This design comes from an exercise in tuning for small area, a short achievable clock period and few clock cycles on the open sky130 flow, not from production work. Function was checked by simulation only, so behaviour that the tests miss may differ from the original. Power figures rest on the tool's default switching activity, not on a simulated workload.

==> flow/design.v <==
module mbxrc (
    input  wire        clk,
    input  wire        rst,         
    input  wire        side_fw,     
    input  wire        req_valid,
    input  wire        req_we,
    input  wire [7:0]  req_addr,
    input  wire [31:0] req_wdata,
    output reg         req_ready,
    output reg  [31:0] req_rdata,
    output reg         mem_valid,
    output reg         mem_we,
    output reg  [6:0]  mem_addr,
    output reg  [31:0] mem_wdata,
    input  wire        mem_ready,
    input  wire [31:0] mem_rdata,
    output reg         diag_valid,
    output reg  [31:0] diag_data
);
    localparam [31:0] MAGIC_VALID = 32'hC0DE600D;
    localparam [31:0] MAGIC_TOMB  = 32'hC0DEDEAD;
    localparam [3:0] ST_OK = 4'd0, ST_NONE = 4'd1, ST_EINVARG = 4'd2, ST_ENOSPC = 4'd3,
                     ST_EINVAL = 4'd4, ST_ERES = 4'd5, ST_ETIMEOUT = 4'd6,
                     ST_EILLEGAL = 4'd7, ST_ESTATE = 4'd8, ST_EFAULT = 4'd9;
    localparam [4:0] O_TOPHYS = 5'b00_001, O_WRMSG = 5'b00_010, O_RDMSG = 5'b00_011,
                     O_WRCMD  = 5'b00_100, O_RDCMD = 5'b00_101,
                     O_PUT    = 5'b01_000, O_GET   = 5'b01_001, O_PEEK  = 5'b01_010,
                     O_REF    = 5'b01_011, O_GETC  = 5'b01_100, O_CLEAR = 5'b01_101,
                     O_DUMP   = 5'b01_110,
                     O_OPEN   = 5'b10_000, O_ATTACH = 5'b10_001, O_CLOSE = 5'b10_010,
                     O_SIGRD  = 5'b10_011, O_SIGWR  = 5'b10_100, O_WAIT  = 5'b10_101;
    localparam IDLE = 0,  ONE  = 1,  RC   = 2,  RW   = 3,  PCHK = 4,  XF   = 5,
               PPUB = 6,  F0   = 7,  F3   = 8,  F4   = 9,  F1   = 10, F2   = 11,
               GWR  = 12, TOMB = 13, FIN  = 14, D1   = 15, D2   = 16, D3   = 17,
               D4   = 18, D5   = 19, OPN  = 20, ATT  = 21, SIG  = 22, W0   = 23,
               WC   = 24, WT   = 25, PRE  = 26, NS   = 27;
    reg [NS-1:0] sv;
    reg [4:0]  o;
    reg [1:0]  ch;
    reg [2:0]  clc;               
    reg [6:0]  cso;               
    reg        tbf, idx, ph;
    reg        eflag;
    reg [3:0]  k;
    reg [2:0]  n, nt;
    reg        fE, fS, fM, fV, fT, f32, nospc, match, aerr;
    reg [5:0]  delta;
    reg [31:0] pos;
    reg [31:0] wcr;               
    reg [5:0]  fw;                
    reg [6:0]  fa;                
    reg [4:0]  ira;               
    reg [3:0]  status;
    reg [31:0] arg0, arg1, res0, res1, clen;
    reg [31:0] m0, m1, m2, m3, m4, m5;
    reg [31:0] cw0, cw1, cw2, cw3, cw4, cw5, cw6, cw7;
    reg        opened;
    reg        v_arg0, v_arg1, v_res0, v_res1, v_clen, v_m0, v_m1, v_m2, v_m3, v_m4, v_m5, v_cw0, v_cw1, v_cw2, v_cw3, v_cw4, v_cw5, v_cw6, v_cw7;
    reg [2:0]  lc0, lc1, lc2, lc3;       
    reg [6:0]  so1, so2, so3;            
    wire [31:0] w    = req_wdata;
    wire [7:0]  wopc = w[31:24];
    wire [4:0]  wo   = {wopc[5:4], wopc[2:0]};
    reg wmatch, wuch;
    always @(*) begin
        wmatch = 1'b0;
        wuch   = 1'b0;
        case (wopc)
            8'h01, 8'h20, 8'h21, 8'h22, 8'h25: wmatch = (w[23:0] == 24'd0);
            8'h02, 8'h03, 8'h04, 8'h05, 8'h11, 8'h12, 8'h16: begin
                wmatch = (w[15:0] == 16'd0); wuch = 1'b1;
            end
            8'h10: begin wmatch = (w[15:11] == 5'd0) && (w[7:0] == 8'd0); wuch = 1'b1; end
            8'h13: begin wmatch = (w[15:12] == 4'd0) && (w[10:0] == 11'd0); wuch = 1'b1; end
            8'h14, 8'h15: begin wmatch = (w[15:9] == 7'd0) && (w[7:0] == 8'd0); wuch = 1'b1; end
            8'h23, 8'h24: wmatch = (w[23:17] == 7'd0) && (w[15:0] == 16'd0);
            default: ;
        endcase
    end
    wire wprod  = (w[17] == side_fw);
    wire wcodec = (wo == O_WRMSG) || (wo == O_RDMSG) || (wo == O_WRCMD) || (wo == O_RDCMD);
    reg [3:0] westat;
    reg       weflag;
    always @(*) begin
        weflag = 1'b1;
        westat = ST_OK;
        if (!wmatch || (wuch && (w[23:18] != 6'd0)))
            westat = ST_EILLEGAL;
        else if (wuch && !opened)
            westat = ST_ESTATE;
        else if (((wo == O_PUT) || (wo == O_WRMSG) || (wo == O_WRCMD)) && !wprod)
            westat = ST_ESTATE;
        else if (((wo == O_GET) || (wo == O_CLEAR)) && wprod)
            westat = ST_ESTATE;
        else if ((wo == O_PUT) && (!w[8] || !w[9] || !(v_clen && (clen == 32'd32))))
            westat = ST_EINVARG;
        else if (((wo == O_GETC) || (wo == O_CLEAR)) && !w[8])
            westat = ST_EINVARG;
        else if (wcodec && v_arg0 && (arg0[1:0] != 2'd0))
            westat = ST_EFAULT;
        else if ((wo == O_GETC) && v_m4 && (m4[1:0] != 2'd0))
            westat = ST_EFAULT;
        else if ((wo == O_CLEAR) && v_m5 && (m5[1:0] != 2'd0))
            westat = ST_EFAULT;
        else
            weflag = 1'b0;
    end
    wire wput   = (wo == O_PUT);
    wire wrefpv = (wo == O_REF) && w[11];
    wire wring  = (wo == O_PUT) || (wo == O_GET) || (wo == O_PEEK) || (wo == O_REF) ||
                  (wo == O_CLEAR) || (wo == O_DUMP);
    wire wxf    = (wo == O_RDMSG) || (wo == O_RDCMD) || (wo == O_GETC);
    wire wpre   = (wo == O_WRMSG) || (wo == O_WRCMD) || (wo == O_SIGWR);
    wire       wrcsel = !(wput || wrefpv);
    wire [2:0] wch1   = {1'b0, w[17:16]} + 3'd1;
    reg [2:0] wlc;
    reg [6:0] wso;
    always @(*) begin
        case (w[17:16])
            2'd0: begin wlc = lc0; wso = 7'd18; end
            2'd1: begin wlc = lc1; wso = so1;   end
            2'd2: begin wlc = lc2; wso = so2;   end
            default: begin wlc = lc3; wso = so3; end
        endcase
    end
    wire [5:0] cmask = ~(6'h3F << clc);            
    wire [8:0] clen9 = 9'd4 << clc;                
    reg  [2:0] wl;                                 
    wire walk_end = (wl == 3'd0);
    reg  [2:0] wwmax;
    always @(*) begin
        case (wlc)
            3'd4: wwmax = 3'd1;
            3'd5: wwmax = 3'd2;
            3'd6: wwmax = 3'd4;
            default: wwmax = 3'd0;
        endcase
    end
    reg is_put, is_get, is_getc, is_clear, is_dump, is_rcv, xf_wr, is_msg;
    wire xf_m     = is_msg || (is_put && !ph);
    wire xf_last  = xf_m ? (k[2:0] == 3'd5) : (k[2:0] == 3'd7);
    wire put_k0   = is_put && !ph && (k == 4'd0);
    wire put_stop = nospc || (pos[1:0] != 2'd0);
    wire [31:0] dd   = wcr - pos;
    wire        dE   = (wcr == pos);
    wire        dS   = (dd[31:5] == 27'd0) && (dd[4:0] < 5'd24);
    wire [7:0] cc0l   = pos[7:0] + 8'd24;
    wire [8:0] remv   = clen9 - {1'b0, cc0l & {cmask, 2'b11}};
    wire [5:0] cdelta = (remv < 9'd32) ? (6'd24 + remv[5:0]) : 6'd24;
    wire [6:0] need   = {1'b0, delta} + 7'd32;
    wire [10:0] wlo   = {1'b0, dd[9:0]} + {2'b00, clen9};
    wire        whi0  = wlo[10] ? (dd[31:10] == 22'h3FFFFF) : (dd[31:10] == 22'd0);
    wire        cnospc = whi0 && (wlo[9:7] == 3'd0) && (wlo[6:0] < need);
    reg  [31:0] ax, ay, amk;
    reg  [9:0]  smv;
    always @(*) begin
        ax  = v_arg0 ? arg0 : 32'd0;
        ay  = 32'd0;
        amk = 32'hFFFFFFFF;
        smv = 10'd0;
        if (sv[IDLE]) begin                                         
            ax = v_m4 ? m4 : 32'd0;
            ay = v_m3 ? m3 : 32'd0;
        end
        if (sv[ONE])  begin ay = 32'hFFFFFFFF; amk = v_arg1 ? arg1 : 32'd0; end    
        if (sv[PCHK]) begin ax = pos; ay = {26'd0, delta}; end      
        if (sv[XF])   begin
            if (is_put) begin ax = m4; ay = 32'd32; end             
            else ay = (o == O_WRMSG) ? 32'd24 : 32'd32;             
        end
        if (sv[F3]) begin
            if (is_dump) begin amk = 32'd0; smv = {7'd0, n}; end    
            else ax = pos;                                          
        end
        if (sv[F2] || sv[WC]) ax = pos;                             
        if (sv[WT]) begin ax = pos; ay = 32'd1; end                 
        if (sv[W0]) amk = 32'd0;                                    
        if (sv[OPN]) begin amk = 32'd0; smv = 10'h1C8; end
        if (sv[ATT]) begin amk = 32'd0; smv = {anext[7:0], 2'b00}; end
    end
    wire [31:0] ab    = ((ax + ay) & amk) | {22'd0, smv};
    wire [31:0] inc32 = mem_rdata + 32'd32;
    wire [7:0] aoff  = (k[3:1] == 3'd0) ? 8'd18 : pos[7:0];        
    wire       ao_ok = (mem_rdata[31:10] == 22'd0) && (mem_rdata[9:0] == {aoff, 2'b00});
    wire [6:0] al    = mem_rdata[8:2];
    wire       al_1h = (al != 7'd0) && ((al & (al - 7'd1)) == 7'd0);
    wire [8:0] anext = {1'b0, aoff} + {2'b00, al};
    wire       al_ok = (mem_rdata[31:9] == 23'd0) && (mem_rdata[1:0] == 2'd0) && al_1h &&
                       (anext <= 9'd128);
    reg  [2:0] acode;
    always @(*) begin
        case (1'b1)
            al[6]: acode = 3'd6;
            al[5]: acode = 3'd5;
            al[4]: acode = 3'd4;
            al[3]: acode = 3'd3;
            al[2]: acode = 3'd2;
            al[1]: acode = 3'd1;
            default: acode = 3'd0;
        endcase
    end
    wire       astep_ok = k[0] ? al_ok : ao_ok;
    reg [31:0] apack;
    always @(*) begin
        apack = pos;
        apack[7:0] = anext[7:0];
        case (k[2:1])
            2'd0: begin apack[10:8]  = acode; apack[23:17] = anext[6:0]; end
            2'd1: begin apack[13:11] = acode; apack[30:24] = anext[6:0]; end
            default: apack[16:14] = acode;
        endcase
    end
    wire opw_pres = req_we && (req_addr == 8'd0);
    wire op_start = sv[IDLE] && req_valid && opw_pres;
    wire reg_wr   = sv[IDLE] && req_valid && req_we;
    wire f3fail = fE || fS || fM || (is_rcv && !fV) || (is_dump && !fV && !fT) ||
                  (is_clear && !fT);
    wire wdone  = match || (pos == (v_arg1 ? arg1 : 32'd0));
    reg acc, awe, done, wait_hs;
    reg [3:0] fstat;
    always @(*) begin
        acc = sv[IDLE] | sv[RC] | sv[RW] | sv[PPUB] | sv[F0] | sv[F1] | sv[F2] | sv[GWR] |
              sv[TOMB] | sv[D1] | sv[D2] | sv[D4] | sv[D5] | sv[OPN] | sv[ATT] | sv[SIG] |
              sv[WT] | (sv[XF] && !(put_k0 && put_stop)) |
              (sv[F3] && (!f3fail || is_clear)) |
              (sv[F4] && ((!f32 && is_clear) || (f32 && !(is_dump && fV)))) |
              (sv[FIN] && is_clear);
        awe = sv[PPUB] | sv[GWR] | sv[TOMB] | sv[OPN] | (sv[SIG] && (o == O_SIGWR)) |
              (sv[XF] && xf_wr) |
              (is_clear && ((sv[F3] && f3fail) | (sv[F4] && !f32) | sv[FIN]));
        done = sv[ONE] | sv[PPUB] | sv[GWR] | sv[FIN] | sv[SIG] |
               (sv[XF] && ((put_k0 && put_stop) || (xf_last && !is_put))) |
               (sv[F3] && f3fail) | (sv[F4] && !f32) | (sv[F2] && !is_get) |
               (sv[OPN] && (k == 4'd15)) | (sv[ATT] && (k == 4'd7)) | (sv[WC] && wdone);
        wait_hs = acc;
        fstat = ST_OK;
        if (sv[XF] && put_k0) fstat = nospc ? ST_ENOSPC : ST_EFAULT;
        if (sv[F3]) begin
            if (fE)      fstat = is_rcv ? ST_NONE : ST_OK;
            else if (fS) fstat = ST_ERES;
            else if (fM) fstat = ST_EFAULT;
            else         fstat = is_clear ? ST_OK : ST_EINVAL;
        end
        if (sv[F4] || sv[FIN]) fstat = ST_ERES;
        if (sv[ATT] && (aerr || !al_ok)) fstat = ST_ERES;
        if (sv[WC] && !match) fstat = ST_ETIMEOUT;
    end
    wire hs   = acc && mem_ready;
    wire fin  = done && (!wait_hs || mem_ready);
    wire adv  = !acc || mem_ready;
    wire wfetch = sv[PRE] || (sv[PCHK] && is_put) || (sv[F2] && mem_ready) ||
                  (sv[XF] && xf_wr && mem_ready);
    wire xf_more = !xf_last || (is_put && !ph);
    reg [NS-1:0] nx;
    always @(*) begin
        nx = {NS{1'b0}};
        if (op_start) begin
            if (weflag || (wo == O_TOPHYS) || (wo == O_CLOSE)) nx[ONE] = 1'b1;
            else if (wxf)                  nx[XF]  = 1'b1;
            else if (wpre)                 nx[PRE] = 1'b1;
            else if (wrefpv)               begin nx[F0] = mem_ready; nx[RW] = !mem_ready; end
            else if (wring)                begin nx[RW] = mem_ready; nx[RC] = !mem_ready; end
            else if (wo == O_OPEN)         nx[OPN] = 1'b1;
            else if (wo == O_ATTACH)       nx[ATT] = 1'b1;
            else if (wo == O_SIGRD)        nx[SIG] = 1'b1;
            else                           nx[W0]  = 1'b1;
        end else if (sv[IDLE])
            nx[IDLE] = 1'b1;
        if (!sv[IDLE] && !adv) nx = sv;
        else if (!sv[IDLE]) begin
            if (sv[RC])   nx[RW]   = 1'b1;
            if (sv[RW])   begin nx[PCHK] = is_put; nx[TOMB] = is_clear; nx[F0] = !is_put && !is_clear; end
            if (sv[PCHK]) nx[XF]   = 1'b1;
            if (sv[PRE])  begin nx[SIG] = (o == O_SIGWR); nx[XF] = (o != O_SIGWR); end
            if (sv[XF])   begin nx[XF] = xf_more; nx[PPUB] = xf_last && is_put && ph; end
            if (sv[F0])   nx[F3]   = 1'b1;
            if (sv[F3])   nx[F4]   = 1'b1;
            if (sv[F4])   begin
                nx[D1]  = is_dump && fV;
                nx[F1]  = is_rcv;
                nx[FIN] = !is_rcv && !(is_dump && fV) && walk_end;
                nx[F0]  = !is_rcv && !(is_dump && fV) && !walk_end;
            end
            if (sv[F1])   nx[F2]   = 1'b1;
            if (sv[F2])   nx[GWR]  = 1'b1;
            if (sv[TOMB]) nx[F0]   = 1'b1;
            if (sv[D1])   nx[D2]   = 1'b1;
            if (sv[D2])   nx[D3]   = 1'b1;
            if (sv[D3])   nx[D4]   = 1'b1;
            if (sv[D4])   nx[D5]   = 1'b1;
            if (sv[D5])   begin nx[FIN] = walk_end; nx[F0] = !walk_end; end
            if (sv[OPN])  nx[OPN]  = 1'b1;
            if (sv[ATT])  nx[ATT]  = 1'b1;
            if (sv[W0])   nx[WC]   = 1'b1;
            if (sv[WC])   nx[WT]   = 1'b1;
            if (sv[WT])   nx[WC]   = 1'b1;
        end
        if (fin) begin
            nx = {NS{1'b0}};
            nx[IDLE] = 1'b1;
        end
    end
    wire [5:0] cmask_x = sv[IDLE] ? ~(6'h3F << wlc) : cmask;
    wire [6:0] cso_x   = sv[IDLE] ? wso : cso;
    wire [2:0] ch1_x   = sv[IDLE] ? wch1 : ({1'b0, ch} + 3'd1);
    wire fail_n = dE || dS || (pos[1:0] != 2'd0) || (mem_rdata != MAGIC_TOMB);
    wire f32_n  = (mem_rdata == 32'd32);
    reg [5:0] fsrc;
    reg [5:0] fdel;
    always @(*) begin
        fsrc = fw;
        fdel = 6'd0;
        if (sv[IDLE]) fsrc = wrefpv ? ab[7:2] : ((wo == O_GETC) ? (v_m4 ? m4[7:2] : 6'd0) :
                                                              (v_arg0 ? arg0[7:2] : 6'd0));
        if (sv[PRE])  fsrc = v_arg0 ? arg0[7:2] : 6'd0;
        if (sv[RW])   fsrc = is_clear ? (v_m5 ? m5[7:2] : 6'd0) : pos[7:2];
        if (sv[PCHK] || sv[TOMB]) fsrc = pos[7:2];
        if (sv[XF]) begin
            if (xf_last) fsrc = m4[7:2];
            else fdel = 6'd1;
        end
        if (sv[F0]) fdel = 6'd3;
        if (sv[F3] || sv[F1] || sv[D1] || sv[D2] || sv[D3]) fdel = 6'd1;
        if (sv[F4]) begin
            if (is_rcv || (is_dump && fV)) fdel = 6'h3D;        
            else begin fsrc = mem_rdata[7:2]; fdel = 6'd8; end
        end
        if (sv[D5]) begin fsrc = mem_rdata[7:2]; fdel = 6'd8; end
    end
    wire [5:0] fw_n    = (fsrc + fdel) & cmask_x;
    wire [6:0] field_n = cso_x + {1'b0, fw_n};
    wire use_ctrl = (sv[IDLE] && wring && !(wrefpv && mem_ready)) || sv[RC] ||
                    (sv[XF] && xf_last && ph) || sv[F2] ||
                    (sv[F0] && is_clear && fail_n) || (sv[F3] && is_clear && !f32_n) ||
                    (((sv[F4] && !is_rcv && !(is_dump && fV)) || sv[D5]) && walk_end);
    wire rcs = sv[IDLE] ? (mem_ready ? !wrcsel : wrcsel) :
               sv[RC]   ? is_put :
               !sv[XF];
    reg       use_oth;
    reg [6:0] oth;
    always @(*) begin
        use_oth = 1'b1;
        oth     = 7'd0;
        if (sv[IDLE] && ((wo == O_OPEN) || (wo == O_ATTACH))) oth = 7'd2;
        else if (sv[IDLE] && (wo == O_SIGRD)) oth = {6'd0, w[16]};
        else if (sv[PRE] && (o == O_SIGWR))   oth = {6'd0, idx};
        else if (sv[OPN]) oth = 7'd3 + {3'd0, k};
        else if (sv[ATT]) oth = 7'd2 + {2'd0, k[2:1] + {1'b0, k[0]}, 2'b00} + {6'd0, !k[0]};
        else if (sv[WC])  oth = 7'd0;
        else use_oth = 1'b0;
    end
    wire [6:0] fa_n = use_ctrl ? {2'b00, ch1_x, 1'b0, rcs} : (use_oth ? oth : field_n);
    always @(*) begin
        mem_valid = acc;
        mem_we    = awe;
        mem_addr  = sv[IDLE] ? {2'b00, wch1, 1'b0, wrcsel} : fa;
    end
    reg [31:0] opd;
    always @(*) begin
        case (k[1:0])
            2'd0: case (k[3:2])
                      2'd0: opd = 32'h48;
                      2'd1: opd = 32'h88;
                      2'd2: opd = 32'h108;
                      default: opd = 32'h148;
                  endcase
            2'd1: opd = k[2] ? 32'd128 : 32'd64;
            default: opd = 32'd0;
        endcase
    end
    wire       rz = (req_addr[7:5] == 3'd0);
    always @(*) begin
        req_rdata =
            ({32{rz && (req_addr[4:0] == 5'd1)}} & {28'd0, status}) |
            ({32{v_arg0 && ((rz && (req_addr[4:0] == 5'd2)) || (ira == 5'd2))}} & arg0) |
            ({32{v_arg1 && ((rz && (req_addr[4:0] == 5'd3)) || (ira == 5'd3))}} & arg1) |
            ({32{v_res0 && ((rz && (req_addr[4:0] == 5'd4)) || (ira == 5'd4))}} & res0) |
            ({32{v_res1 && ((rz && (req_addr[4:0] == 5'd5)) || (ira == 5'd5))}} & res1) |
            ({32{v_clen && ((rz && (req_addr[4:0] == 5'd6)) || (ira == 5'd6))}} & clen) |
            ({32{v_m0 && ((rz && (req_addr[4:0] == 5'd8)) || (ira == 5'd8))}} & m0) |
            ({32{v_m1 && ((rz && (req_addr[4:0] == 5'd9)) || (ira == 5'd9))}} & m1) |
            ({32{v_m2 && ((rz && (req_addr[4:0] == 5'd10)) || (ira == 5'd10))}} & m2) |
            ({32{v_m3 && ((rz && (req_addr[4:0] == 5'd11)) || (ira == 5'd11))}} & m3) |
            ({32{v_m4 && ((rz && (req_addr[4:0] == 5'd12)) || (ira == 5'd12))}} & m4) |
            ({32{v_m5 && ((rz && (req_addr[4:0] == 5'd13)) || (ira == 5'd13))}} & m5) |
            ({32{v_cw0 && ((rz && (req_addr[4:0] == 5'd16)) || (ira == 5'd16))}} & cw0) |
            ({32{v_cw1 && ((rz && (req_addr[4:0] == 5'd17)) || (ira == 5'd17))}} & cw1) |
            ({32{v_cw2 && ((rz && (req_addr[4:0] == 5'd18)) || (ira == 5'd18))}} & cw2) |
            ({32{v_cw3 && ((rz && (req_addr[4:0] == 5'd19)) || (ira == 5'd19))}} & cw3) |
            ({32{v_cw4 && ((rz && (req_addr[4:0] == 5'd20)) || (ira == 5'd20))}} & cw4) |
            ({32{v_cw5 && ((rz && (req_addr[4:0] == 5'd21)) || (ira == 5'd21))}} & cw5) |
            ({32{v_cw6 && ((rz && (req_addr[4:0] == 5'd22)) || (ira == 5'd22))}} & cw6) |
            ({32{v_cw7 && ((rz && (req_addr[4:0] == 5'd23)) || (ira == 5'd23))}} & cw7);
    end
    always @(*) begin
        if (sv[TOMB])
            mem_wdata = MAGIC_TOMB;
        else if (sv[OPN])
            mem_wdata = opd;
        else if (sv[F3] || sv[F4] || sv[FIN])
            mem_wdata = pos;
        else
            mem_wdata = wcr;
    end
    always @(*) begin
        req_ready = sv[IDLE] ? !opw_pres : fin;
    end
    always @(*) begin
        diag_valid = (sv[F4] && is_dump && fV && f32) || sv[D3] ||
                     ((sv[D1] || sv[D2] || sv[D4] || sv[D5]) && mem_ready);
        if (sv[F4])      diag_data = MAGIC_VALID;
        else if (sv[D3]) diag_data = 32'd32;
        else if (sv[D5]) diag_data = pos;
        else             diag_data = mem_rdata;
    end
    wire [31:0] wb = sv[IDLE] ? req_wdata : ((sv[PCHK] || (sv[XF] && is_put)) ? ab : mem_rdata);
    wire rd_xf = sv[XF] && !xf_wr && mem_ready;
    wire put_pub = sv[XF] && put_k0 && !nospc;
    wire rcv_f4 = sv[F4] && f32 && is_rcv && mem_ready;
    wire we_a0  = reg_wr && (req_addr == 8'd2);
    wire we_a1  = reg_wr && (req_addr == 8'd3);
    wire we_cl  = reg_wr && (req_addr == 8'd6);
    wire set_cl = rd_xf && !xf_m && xf_last;
    wire we_m0  = (reg_wr && (req_addr == 8'd8))  || (rd_xf && xf_m && (k[2:0] == 3'd0));
    wire we_m1  = (reg_wr && (req_addr == 8'd9))  || (rd_xf && xf_m && (k[2:0] == 3'd1)) ||
                  (sv[F1] && mem_ready);
    wire we_m2  = (reg_wr && (req_addr == 8'd10)) || (rd_xf && xf_m && (k[2:0] == 3'd2)) ||
                  (sv[F2] && mem_ready);
    wire we_m3  = (reg_wr && (req_addr == 8'd11)) || (rd_xf && xf_m && (k[2:0] == 3'd3));
    wire we_m4  = (reg_wr && (req_addr == 8'd12)) || (rd_xf && xf_m && (k[2:0] == 3'd4)) ||
                  (sv[PCHK] && !cnospc) || rcv_f4;
    wire we_m5  = (reg_wr && (req_addr == 8'd13)) || (rd_xf && xf_m && (k[2:0] == 3'd5));
    wire m5_ab  = sv[F2] && mem_ready;
    wire we_cw0 = (reg_wr && (req_addr == 8'd16)) || (rd_xf && !xf_m && (k[2:0] == 3'd0));
    wire we_cw1 = (reg_wr && (req_addr == 8'd17)) || (rd_xf && !xf_m && (k[2:0] == 3'd1));
    wire we_cw2 = (reg_wr && (req_addr == 8'd18)) || (rd_xf && !xf_m && (k[2:0] == 3'd2));
    wire we_cw3 = (reg_wr && (req_addr == 8'd19)) || (rd_xf && !xf_m && (k[2:0] == 3'd3));
    wire we_cw4 = (reg_wr && (req_addr == 8'd20)) || (rd_xf && !xf_m && (k[2:0] == 3'd4));
    wire we_cw5 = (reg_wr && (req_addr == 8'd21)) || (rd_xf && !xf_m && (k[2:0] == 3'd5));
    wire we_cw6 = (reg_wr && (req_addr == 8'd22)) || (rd_xf && !xf_m && (k[2:0] == 3'd6));
    wire we_cw7 = (reg_wr && (req_addr == 8'd23)) || (rd_xf && !xf_m && (k[2:0] == 3'd7)) ||
                  (put_pub && tbf);
    wire clr_ok  = fE || (!fS && !fM);
    wire we_r0 = (sv[ONE] && !eflag && (o == O_TOPHYS)) ||
                 (put_pub && (pos[1:0] == 2'd0)) ||
                 (sv[XF] && xf_wr && xf_last && !is_put && mem_ready) ||
                 (sv[F3] && fin && is_clear && clr_ok) ||
                 (sv[F3] && is_dump && fE) ||
                 rcv_f4 ||
                 (sv[OPN] && (k == 4'd15) && mem_ready) ||
                 (sv[ATT] && (k == 4'd7) && mem_ready && !aerr && al_ok) ||
                 (sv[SIG] && (o == O_SIGRD) && mem_ready) ||
                 (sv[WC] && wdone);
    wire [31:0] res0_d = sv[F4] ? inc32 : (sv[SIG] ? mem_rdata : ab);
    wire we_r1 = (sv[PCHK] && !cnospc && (pos[1:0] == 2'd0)) ||
                 (sv[F3] && fin && is_clear && clr_ok) ||
                 (sv[F3] && is_dump && fE);
    wire [31:0] res1_d = sv[F3] ? {29'd0, is_dump ? nt : n} : ab;
    wire we_pos = (op_start && (wrefpv || mem_ready)) || (sv[RC] && mem_ready) ||
                  (sv[F4] && f32 && !is_rcv && !(is_dump && fV) && mem_ready) ||
                  (sv[D5] && mem_ready) || (sv[ATT] && k[0] && mem_ready) ||
                  sv[W0] || (sv[WT] && mem_ready);
    wire [31:0] pos_d = (sv[F4] || sv[D5]) ? inc32 :
                        sv[ATT] ? apack :
                        ((sv[IDLE] && wrefpv) || sv[W0] || sv[WT]) ? ab : mem_rdata;
    wire we_wcr = (op_start && wrefpv && mem_ready) || (sv[RW] && mem_ready);
    always @(posedge clk) begin
        if (rst) begin
            sv     <= {{(NS-1){1'b0}}, 1'b1};
            ira    <= 5'd0;
            status <= ST_OK;
            v_arg0 <= 1'b0; v_arg1 <= 1'b0; v_res0 <= 1'b0; v_res1 <= 1'b0; v_clen <= 1'b0;
            v_m0 <= 1'b0; v_m1 <= 1'b0; v_m2 <= 1'b0; v_m3 <= 1'b0; v_m4 <= 1'b0; v_m5 <= 1'b0;
            v_cw0 <= 1'b0; v_cw1 <= 1'b0; v_cw2 <= 1'b0; v_cw3 <= 1'b0; v_cw4 <= 1'b0; v_cw5 <= 1'b0; v_cw6 <= 1'b0; v_cw7 <= 1'b0;
            opened <= 1'b0;
        end else begin
            sv <= nx;
            if (we_a0) v_arg0 <= 1'b1;
            if (we_a1) v_arg1 <= 1'b1;
            if (we_cl || set_cl) v_clen <= 1'b1;
            if (we_m0 || rcv_f4) v_m0 <= 1'b1;
            if (we_m1) v_m1 <= 1'b1;
            if (we_m2) v_m2 <= 1'b1;
            if (we_m3 || rcv_f4) v_m3 <= 1'b1;
            if (we_m4) v_m4 <= 1'b1;
            if (we_m5 || m5_ab) v_m5 <= 1'b1;
            if (we_cw0) v_cw0 <= 1'b1;
            if (we_cw1) v_cw1 <= 1'b1;
            if (we_cw2) v_cw2 <= 1'b1;
            if (we_cw3) v_cw3 <= 1'b1;
            if (we_cw4) v_cw4 <= 1'b1;
            if (we_cw5) v_cw5 <= 1'b1;
            if (we_cw6) v_cw6 <= 1'b1;
            if (we_cw7) v_cw7 <= 1'b1;
            if (we_r0) v_res0 <= 1'b1;
            if (we_r1) v_res1 <= 1'b1;
            if (we_a0) arg0 <= req_wdata;
            if (we_a1) arg1 <= req_wdata;
            if (we_cl) clen <= req_wdata; else if (set_cl) clen <= 32'd32;
            if (we_m0) m0 <= wb; else if (rcv_f4) m0 <= MAGIC_VALID;
            if (we_m1) m1 <= wb;
            if (we_m2) m2 <= wb;
            if (we_m3) m3 <= wb; else if (rcv_f4) m3 <= 32'd32;
            if (we_m4) m4 <= wb;
            if (we_m5) m5 <= wb; else if (m5_ab) m5 <= ab;
            if (we_cw0) cw0 <= wb;
            if (we_cw1) cw1 <= wb;
            if (we_cw2) cw2 <= wb;
            if (we_cw3) cw3 <= wb;
            if (we_cw4) cw4 <= wb;
            if (we_cw5) cw5 <= wb;
            if (we_cw6) cw6 <= wb;
            if (we_cw7) cw7 <= wb;
            if (we_r0) res0 <= res0_d;
            if (we_r1) res1 <= res1_d;
            if (op_start && weflag) status <= westat;
            else if (fin && !(sv[ONE] && eflag)) status <= fstat;
            if (fin)
                ira <= 5'd0;
            else if (op_start)
                ira <= ((wo == O_PUT) || (wo == O_WRMSG)) ? 5'd8 :
                       (wo == O_WRCMD) ? 5'd16 :
                       (wo == O_SIGWR) ? 5'd2 :
                       (wo == O_GET) ? 5'd4 : 5'd0;
            else if (wfetch)
                ira <= (ira == 5'd13) ? 5'd16 : ((ira == 5'd23) ? 5'd4 : ira + 5'd1);
            if (op_start) begin
                is_put   <= (wo == O_PUT);
                is_get   <= (wo == O_GET);
                is_getc  <= (wo == O_GETC);
                is_clear <= (wo == O_CLEAR);
                is_dump  <= (wo == O_DUMP);
                is_rcv   <= (wo == O_GET) || (wo == O_PEEK) || (wo == O_REF);
                xf_wr    <= (wo == O_WRMSG) || (wo == O_WRCMD) || (wo == O_PUT);
                is_msg   <= (wo == O_WRMSG) || (wo == O_RDMSG);
                wl       <= wwmax;
                clc   <= wlc;
                cso   <= wso;
                o     <= wo;
                ch    <= w[17:16];
                tbf   <= w[10];
                idx   <= w[16];
                n     <= 3'd0;
                nt    <= 3'd0;
                aerr  <= 1'b0;
                eflag <= weflag;
                k     <= 4'd0;
                ph    <= 1'b0;
            end
            if (hs && (sv[XF] || sv[OPN] || sv[ATT])) begin
                if (sv[XF] && xf_last) begin
                    k  <= 4'd0;
                    ph <= 1'b1;
                end else
                    k <= k + 4'd1;
            end
            if (sv[ONE] && !eflag && (o == O_CLOSE)) opened <= 1'b0;
            if (sv[RW]) delta <= cdelta;
            if (sv[PCHK]) nospc <= cnospc;
            if (sv[F0]) begin
                fE <= dE;
                fS <= dS;
                fM <= (pos[1:0] != 2'd0);
                fV <= (mem_rdata == MAGIC_VALID);
                fT <= (mem_rdata == MAGIC_TOMB);
            end
            if (sv[F3]) f32 <= f32_n;
            if (sv[F4] && f32 && !is_rcv && !(is_dump && fV) && mem_ready) begin
                if (is_dump) nt <= nt + 3'd1; else n <= n + 3'd1;
                wl <= wl - 3'd1;
            end
            if (sv[D5] && mem_ready) begin
                n  <= n + 3'd1;
                wl <= wl - 3'd1;
            end
            if (sv[OPN] && mem_ready && (k == 4'd15)) begin
                lc0 <= 3'd4; lc1 <= 3'd5; lc2 <= 3'd4; lc3 <= 3'd5;
                so1 <= 7'd34; so2 <= 7'd66; so3 <= 7'd82;
                opened <= 1'b1;
            end
            if (sv[ATT] && mem_ready) begin
                if (!astep_ok) aerr <= 1'b1;
                if ((k == 4'd7) && !aerr && al_ok) begin
                    lc0 <= pos[10:8]; lc1 <= pos[13:11]; lc2 <= pos[16:14]; lc3 <= acode;
                    so1 <= pos[23:17]; so2 <= pos[30:24]; so3 <= pos[6:0];
                    opened <= 1'b1;
                end
            end
            if (sv[W0]) match <= 1'b0;
            if (sv[WT] && mem_ready) match <= (mem_rdata == (v_arg0 ? arg0 : 32'd0));
            if (we_pos) pos <= pos_d;
            if (wfetch) wcr <= req_rdata;
            else if (we_wcr) wcr <= mem_rdata;
            if (sv[IDLE] || adv) begin
                fw <= fw_n;
                fa <= fa_n;
            end
        end
    end
endmodule
==> flow/run.sh <==
#!/bin/bash
# synth_recipe.tcl (not shown) runs the flow's synth.tcl, then flattens the netlist and writes it again
# the make line also repeats each setting of config.mk as NAME=value (left out here)
make -C /OpenROAD-flow-scripts/flow DESIGN_CONFIG=/design/flow/config.mk WORK_HOME=/design/flow/orfs CLKGATE_MAP_FILE= SYNTH_SCRIPT=/design/flow/synth_recipe.tcl finish
==> flow/config.mk <==
export PLATFORM = sky130hd
export DESIGN_NAME = mbxrc
export DESIGN_NICKNAME = mbxrc
export VERILOG_FILES = /design/flow/design.v
export SDC_FILE = /design/flow/constraint.sdc
export NUM_CORES = 8
export LEC_CHECK = 0
export CAP_MARGIN = 20
export CORE_MARGIN = 2
export CORE_UTILIZATION = 40
export CTS_CLUSTER_DIAMETER = 60
export CTS_CLUSTER_SIZE = 20
export SETUP_SLACK_MARGIN = 4
export SLEW_MARGIN = 20
==> flow/constraint.sdc <==
create_clock -name core_clock -period 10.0 [get_ports {clk}]
set_input_delay 2.0000 -clock core_clock [delete_from_list [all_inputs] [get_ports {clk}]]
set_output_delay 2.0000 -clock core_clock [all_outputs]
set_load 0.01 [all_outputs]
==> notes.md <==
## power by group
group | internal, µW | switching [µW] | total [µW]
sequential | 3780 | 9.66 | 3790
clock | 1520 | 1580 | 3100
combinational | 143 | 283 | 426
total | 5440 | 1870 | 7320
## how the worst min path moves through the flow
stage | cells after the start | end | from | slack (ns)
6_report | 1 | v_m2 | v_m2 | 0.45
5_1_grt | 1 | v_m2 | v_m2 | 0.47
4_1_cts | 1 | v_m2 | v_m2 | 0.45
3_5_place_dp | 1 | v_m1 | v_m1 | 0.43
3_3_place_gp | 1 | v_m0 | v_m0 | 0.43
2_1_floorplan | 1 | v_m0 | v_m0 | 0.42
## per-stage QoR
step	instances	hold WS [ns]	setup slack [ns]	util, %	cell area (µm²)
after CTS	6486	0.4481	3.431	48.54	56560
final	6582	0.4469	3.293	49.96	58210
after floorplan	4614	0.4181	4.001	-	47290
after global routing	6572	0.4716	3.281	49.94	58180
after detailed placement	6145	0.4312	1.981	43.89	51140
after global placement	6145	0.4263	2.032	43.89	51140
## routing by layer
metal / up-vias / GRT usage [%] / part of all wire, %
met5: - / 0 / 0.030
met2: 4306 / 54.89 / 41
li1: 18510 / - / -
met1: 22030 / 47.28 / 35
met4: 6 / 22.60 / 8.3
met3: 1003 / 15.42 / 16
## cell type report
class	instances	area (µm²)	share of cell area (%)
Timing Repair Buffer	625	6513	11.19
Sequential cell	829	24370	41.86
Inverter	175	699.4	1.202
Multi-Input combinational cell	3285	22170	38.08
Tap cell	1524	1907	3.276
Clock buffer	78	1888	3.244
Clock inverter	54	641.9	1.103
Antenna cell	12	30.03	0.05159
## critical path, delay by kind of cell
| kind | cells | cell delay, ns |
|---|---|---|
| AND/OR/NAND/NOR | 5 | 0.81 |
| AO/OA/AOI/OAI | 3 | 1.27 |
| buffers and inverters | 22 | 2.95 |
## synth_stat cells (all sizes together), types with 10 or more instances
cell | instances | area [µm²]
a2111oi | 11 | 108.9
a211o | 12 | 105.1
a211oi | 75 | 573.1
a21boi | 10 | 75.07
a21o | 66 | 495.5
a21oi | 328 | 1645
a221oi | 72 | 636.9
a222oi | 92 | 920.9
a22o | 60 | 525.5
a22oi | 142 | 1066
a311oi | 10 | 87.58
a31oi | 35 | 219.0
a32oi | 17 | 148.9
and2 | 68 | 425.4
and3 | 41 | 256.5
buf | 50 | 215.2
clkbuf | 276 | 1037
dfxtp | 56 | 1121
edfxtp | 773 | 23210
ha | 127 | 1589
inv | 170 | 638.1
mux2 | 22 | 251.5
mux2i | 101 | 1011
nand2 | 381 | 1430
nand2b | 31 | 193.9
nand3 | 112 | 560.5
nand3b | 15 | 112.6
nand4 | 73 | 462.9
nor2 | 459 | 1723
nor2b | 39 | 244.0
nor3 | 119 | 595.6
nor4 | 48 | 300.3
o211ai | 25 | 187.7
o21a | 19 | 142.6
o21ai | 235 | 1187
o21bai | 32 | 240.2
o221ai | 12 | 105.1
o22ai | 70 | 437.9
o31ai | 21 | 157.7
or2 | 33 | 206.5
or3 | 19 | 118.9
or4 | 13 | 101.4
xnor2 | 83 | 727.0
xor2 | 28 | 252.8
## logic make-up (layout without fill, tap and decap cells)
group | count (synthesis) | count (layout) | share of synthesized area [%]
muxes | 123 | 123 | 2.678
adders and majority gates | 135 | 135 | 3.667
xor gates and xnor gates | 111 | 111 | 2.078
AOI/OAI and AO/OA | 1426 | 1426 | 20.92
DFF | 829 | 829 | 51.61
other | 0 | 12 | 0
buffers and inverters | 501 | 932 | 4.049
and+or+nand+nor | 1489 | 1490 | 15.00
## repair_timing
| item | 4_1_cts | 5_1_grt |
|---|---|---|
| buffers inserted | 196 | 71 |
| cloned | 13 | 12 |
| pin swaps | 79 | 125 |
| endpoints found under the setup margin | 194 | 174 |
| gates resized for setup | 414 | 196 |
| endpoints found under the hold margin | 0 | 0 |
==> impl_results.md <==
- Hold Fails Final Rpt: 0
- Max stage delay on crit path: 0.90 ns
- CP startpoint: req_addr[3]
- Nets@finish: ~5,200
- Max-cap viol count: 0
- Starting density of the core: around 40%
- Endpoint class of the critical path: flip-flop
- Top cell by count, worst path: buf_4
- Post-synth EDFFs: between 700 and 800
- Layout cells sized above 1: 17.95%
- Clock Tree Buf Depth: 3
- Post-DP HPWL: 163,100 µm
- Commonest non-fill, non-tap cell in the layout: edfxtp_1
- Crit Path Class: in2reg
- FILL cells: slightly above 10,000
- Grt total ovfl: 0
- Worst EP arrival: between 7 and 8 ns
- Post-DR wirelength/cell: ~37 µm
- Period utilisation layout: between 60% and 70%
- Synthesized area: 47,150 µm²
- Initial DRC count: 8,934
- CTS clk-pin slew, worst paths: 0.08 ns
- VDD IR-drop max: 0.0001250 V
- Hold Buf Count CTS: 0
- Initial antenna violation count: 15
- Vias: 45,860
- Detail Route Antenna Nets: 0
- Worst-skew pair later-pin latency: 0.72 ns
- Syn_area_per_cell: 10.22 µm²
- Pwr/cell area: 125.7 nW/µm²
- Clock sinks: just over 800
- Worst flop-to-flop path endpoint: res1[22]
- Cells on worst reg2reg path: 20
- GPL Wtd Cong: 1.047
- TritonCTS clock tree: yes
- CTS HTree Levels: 3
- DRC: 0
- First-pass GRT wire length: 323,200 µm
- Yosys reg bits: 829
- Most frequent cells in the layout: edfxtp_1 (773), nor2_1 (442), nand2_1 (377)
- DRT Pass-1 Iters: 14
- Unrepaired setup endpoints after global routing: yes
- Total power: approximately 7300 µW
- Sequential area share after synthesis: approximately half
- Core ar.: 116,500 µm²
- FP Rows: 125
- R2R Setup Slk: 4.04 ns
- Die area: 120,600 µm²
- Max-slew violation count: 0
- Slowest CP cell: a222oi_1
- Fmax: roughly 150 MHz
- Layout Area Growth over Synthesis: 23.46%
- Leak pwr: 0.02088 µW
- HP Class: reg2reg
- Clock root cell: clkbuf_16
- Min cycle time layout: about 6.7 ns
- Crit path launch type: primary input
- FFs w/ async S/R, synth: 0%
- Number of setup violations in the final report: 0
- Die X: 347.3 µm
- Ys Warns: 1
- Slew margin rel.: around 9.2%
- Die Height: 347.3 µm
- Gate Count Post-Synth: 4,614
- Synth Flop Type: edfxtp_1
- Vias per inst: between 6 and 7
- I/O Buffers: between 150 and 200
- Final WL: 242,000 µm
- Critical Path Sink: wcr[31]
- Status: no timing/DRC/antenna violations
- Worst-path maximum fanout: 6
- Global-route usage over all layers: about 38%
- Worst-margin pin slew: 1.347 ns
- Post-synth cell types: 99
- I/O pin cnt: between 150 and 200
- Worst Path Required: 10.36 ns
- Final Skew: between 0.05 and 0.06 ns
- Synthesized Nets: 4,825
- Pin count of the biggest net entering global routing: 69
- CTS buffer count: 73
- FF-to-FF Start: pos[1]
- Vias in the first global route: 41,010
- TNS Setup: 0 ns
Testbench counts, summed over its fixed seeds: cycles 46,105.

re-timing with driven ports:
The results above use ideal ports. As a check the final layout listed here was re-extracted and re-timed, cells and wires unchanged. Step 1, drivers: a clkbuf_16 drives clk and a buf_2 each remaining input, both assumed. Step 2 adds t to the input delays and takes it off the output delays; t is the mean of the earliest and latest rising clock arrival at the registers after step 1. Input paths then give back, and output paths get back, about the clock's delay inside the block. Slacks: ideal ports / drivers / drivers and shift; pairs: ideal ports / drivers.
t, ns: 0.762
setup slack, ns: 3.293 / 3.291 / 2.564
worst setup path at the end: input to register
worst slew at a driven data input, ns: 0.14
cell pins on the clock port's net: 1
After both steps this run still meets setup and hold. For this run, drivers alone change the setup slack by -0.002 ns; drivers and shift together by -0.729 ns.
